This is an optimization exercise on Yosys and OpenROAD, whose aim is small area, a short achievable clock period and few clock cycles, not a production implementation.
In this exercise RTL edits were held to simulation tests only and were not proved equivalent to the original.
No activity file was given, so power comes from the tool's default toggle rates.

// sctp_enc
module sctp_enc (
    input  wire        clk,
    input  wire        rst,
    input  wire        cmd_valid,
    output wire        cmd_ready,
    input  wire [3:0]  cmd_op,
    input  wire [63:0] cmd_arg,
    input  wire [3:0]  cmd_cnt,
    input  wire        cmd_last,
    output wire        out_valid,
    input  wire        out_ready,
    output wire [63:0] out_data,
    output wire [3:0]  out_cnt,
    output wire        out_last,
    output wire        out_fault
);
export LEC_CHECK = 0
export CAP_MARGIN = 20
export CORE_MARGIN = 2
export CORE_UTILIZATION = 40
export SETUP_SLACK_MARGIN = 2.1
export SLEW_MARGIN = 20
create_clock -name core_clock -period 4.5 [get_ports {clk}]
standard.sh (not shown) runs the stock make flow with config.mk's settings and CLKGATE_MAP_FILE= SYNTH_SCRIPT=/design/flow/synth_recipe.tcl, a recipe that flattens the netlist after the stock synthesis.
==> flow/flow/run.sh <==
#!/bin/bash
# Standard ORFS flow, with the ports buffered by buf_1 cells and the clock
# tree built without dummy loads.
export BUFFER_PORTS_ARGS="-buffer_cell sky130_fd_sc_hd__buf_1"
export CTS_ARGS="-sink_clustering_enable -repair_clock_nets -dont_use_dummy_load -sink_clustering_size 28 -sink_clustering_max_diameter 70"
bash standard.sh > standard.log 2>&1
Testbench counts at the start, summed over its fixed seeds: cycles 15,241.
Edit:
Settings changed: SETUP_SLACK_MARGIN 2.1 to 1.85.
Cell area went down by 2.6%.
Die area is unchanged.
Wire length drops by 0.84%.
Via count drops by 0.90%.
Area after synthesis is unchanged.
Core utilization came out lower by 1.2 points.
Hold slack improved by 0.0064 ns.
Maximum frequency came out lower by 6.9%.
Sequential share of layout area came out higher by 1.3 points.
Register-to-register slack is worse by 0.18 ns.
Sequential power barely changes.
Edit:
Settings changed: CAP_MARGIN 20 to 5, SETUP_SLACK_MARGIN 1.85 to 1.9, SLEW_MARGIN 20 to 5.
- The changed run passed the timing, DRC and antenna checks
- wire length fell slightly
- power hardly moves
- synthesized cell count is unchanged
- design area climbs slightly
- sequential share of layout area falls by 0.28 points
- fmax rose by a few percent
- via count is about the same
- core utilization rises by 0.26 points
- flip-flop and latch count does not change
- final cell count hardly moves
Edit:
Settings changed: CAP_MARGIN 5 to 20, PLACE_DENSITY set to 0.68, SLEW_MARGIN 5 to 20.
The new run produced a clean layout; via count went up by 1.0%; maximum frequency went down by 3.1%; first-iteration DRC count went up by 2.2%; setup slack gets worse by 0.079 ns; clock-buffer cell count went down by 2; clock skew stays flat; worst hold slack hardly moves; die area is unchanged; total power went down by 1.5%; wire length went down by 0.86%; sequential cell count stays the same.

Starting RTL as in the previous note.
Settings: LEC_CHECK=0, CAP_MARGIN=20, CORE_MARGIN=2, CORE_UTILIZATION=30, SETUP_SLACK_MARGIN=1.9, SLEW_MARGIN=20; clock period 4.5 ns.
Scripts as last shown in full above: flow/flow/run.sh
The first run completed without violations.
Testbench counts at the start, summed over its fixed seeds: cycles 15,241.
Edit:
- CORE_UTILIZATION: 30 -> 55
The changed run produced a clean layout.
Routed wire length falls by 5.6%.
First-iteration DRC count climbs by 1.3%.
Total power goes down by about 3.3%.
Non-clock buffer count went up by 1.
Final area decreases by about 3%.
Edit:
- CORE_UTILIZATION: 55 -> 40
- SETUP_SLACK_MARGIN: 1.9 -> 1.8
After rerunning:
- clock skew falls by 0.025 ns
- critical path depth came out higher by 2
- fmax went down by 5.7%
- wire length grows by 0.68%
- cell count goes up by 7.1%
- design area rose by 0.62%
- global-route usage came out lower by 7.8 points
- sequential share of layout area decreases by 0.30 points
Edit:
==> flow/flow/run.sh (replaced) <==
#!/bin/bash
# Standard ORFS flow, with the ports buffered by buf_1 cells and the clock
# tree built without dummy loads.
export BUFFER_PORTS_ARGS="-buffer_cell sky130_fd_sc_hd__buf_1"
export CTS_ARGS="-sink_clustering_enable -repair_clock_nets -dont_use_dummy_load -sink_clustering_size 28 -sink_clustering_max_diameter 70 -buf_list {sky130_fd_sc_hd__clkbuf_8 sky130_fd_sc_hd__clkbuf_16}"
bash standard.sh > standard.log 2>&1
- SETUP_SLACK_MARGIN: 1.8 -> 1.9
The new run produced a clean layout.
Maximum frequency increases by 9.0%.
Sequential share of layout area decreases by 0.42 points.
Critical path depth decreases by 1.
Hold slack stays flat.
Cell area increases by 0.88%.
Core utilization increases by 0.38 points.
Sequential cell count is unchanged.
Clock-buffer cell count increases by 2.
Final cell count increases by 0.38%.
Clock skew increases by 0.020 ns.

afterwards: timing with drivers on the ports:
The results above use ideal ports. As a check the final layouts listed here were re-extracted and re-timed, cells and wires unchanged. Step 1 (the two cells are an assumption about what drives the block):
set clk [get_ports {clk}]
set_driving_cell -lib_cell sky130_fd_sc_hd__clkbuf_16 $clk
set_driving_cell -lib_cell sky130_fd_sc_hd__buf_2 [delete_from_list [all_inputs] $clk]
Step 2, shift: input delay + t, output delay - t, t = (earliest + latest rising clock arrival at the registers) / 2. This alone moves slack from input paths to output paths. a / b / c = no drivers / after step 1 / after step 2; a / b = the first two.
run | t, ns | slack for setup (ns) | clock arrival spread, ns
the first run of note 1 | 0.543 | 2.022 / 2.022 / 1.595 | 0.057 / 0.057
the second run of note 1 | 0.534 | 1.839 / 1.839 / 1.431 | 0.055 / 0.055
the third run of note 1 | 0.547 | 2.003 / 2.003 / 1.556 | 0.059 / 0.058
the fourth run of note 1 | 0.522 | 1.923 / 1.923 / 1.508 | 0.055 / 0.056
the first run of note 2 | 0.557 | 1.886 / 1.886 / 1.395 | 0.063 / 0.064
the second run of note 2 | 0.533 | 1.932 / 1.932 / 1.463 | 0.061 / 0.061
the third run of note 2 | 0.532 | 1.777 / 1.777 / 1.409 | 0.039 / 0.038
the fourth run of note 2 | 0.547 | 2.003 / 2.003 / 1.556 | 0.059 / 0.058
After both steps every run listed still meets setup and hold. For the first run of note 2, which loses most, drivers alone change the setup slack by 0.000 ns; drivers and shift together by -0.491 ns.
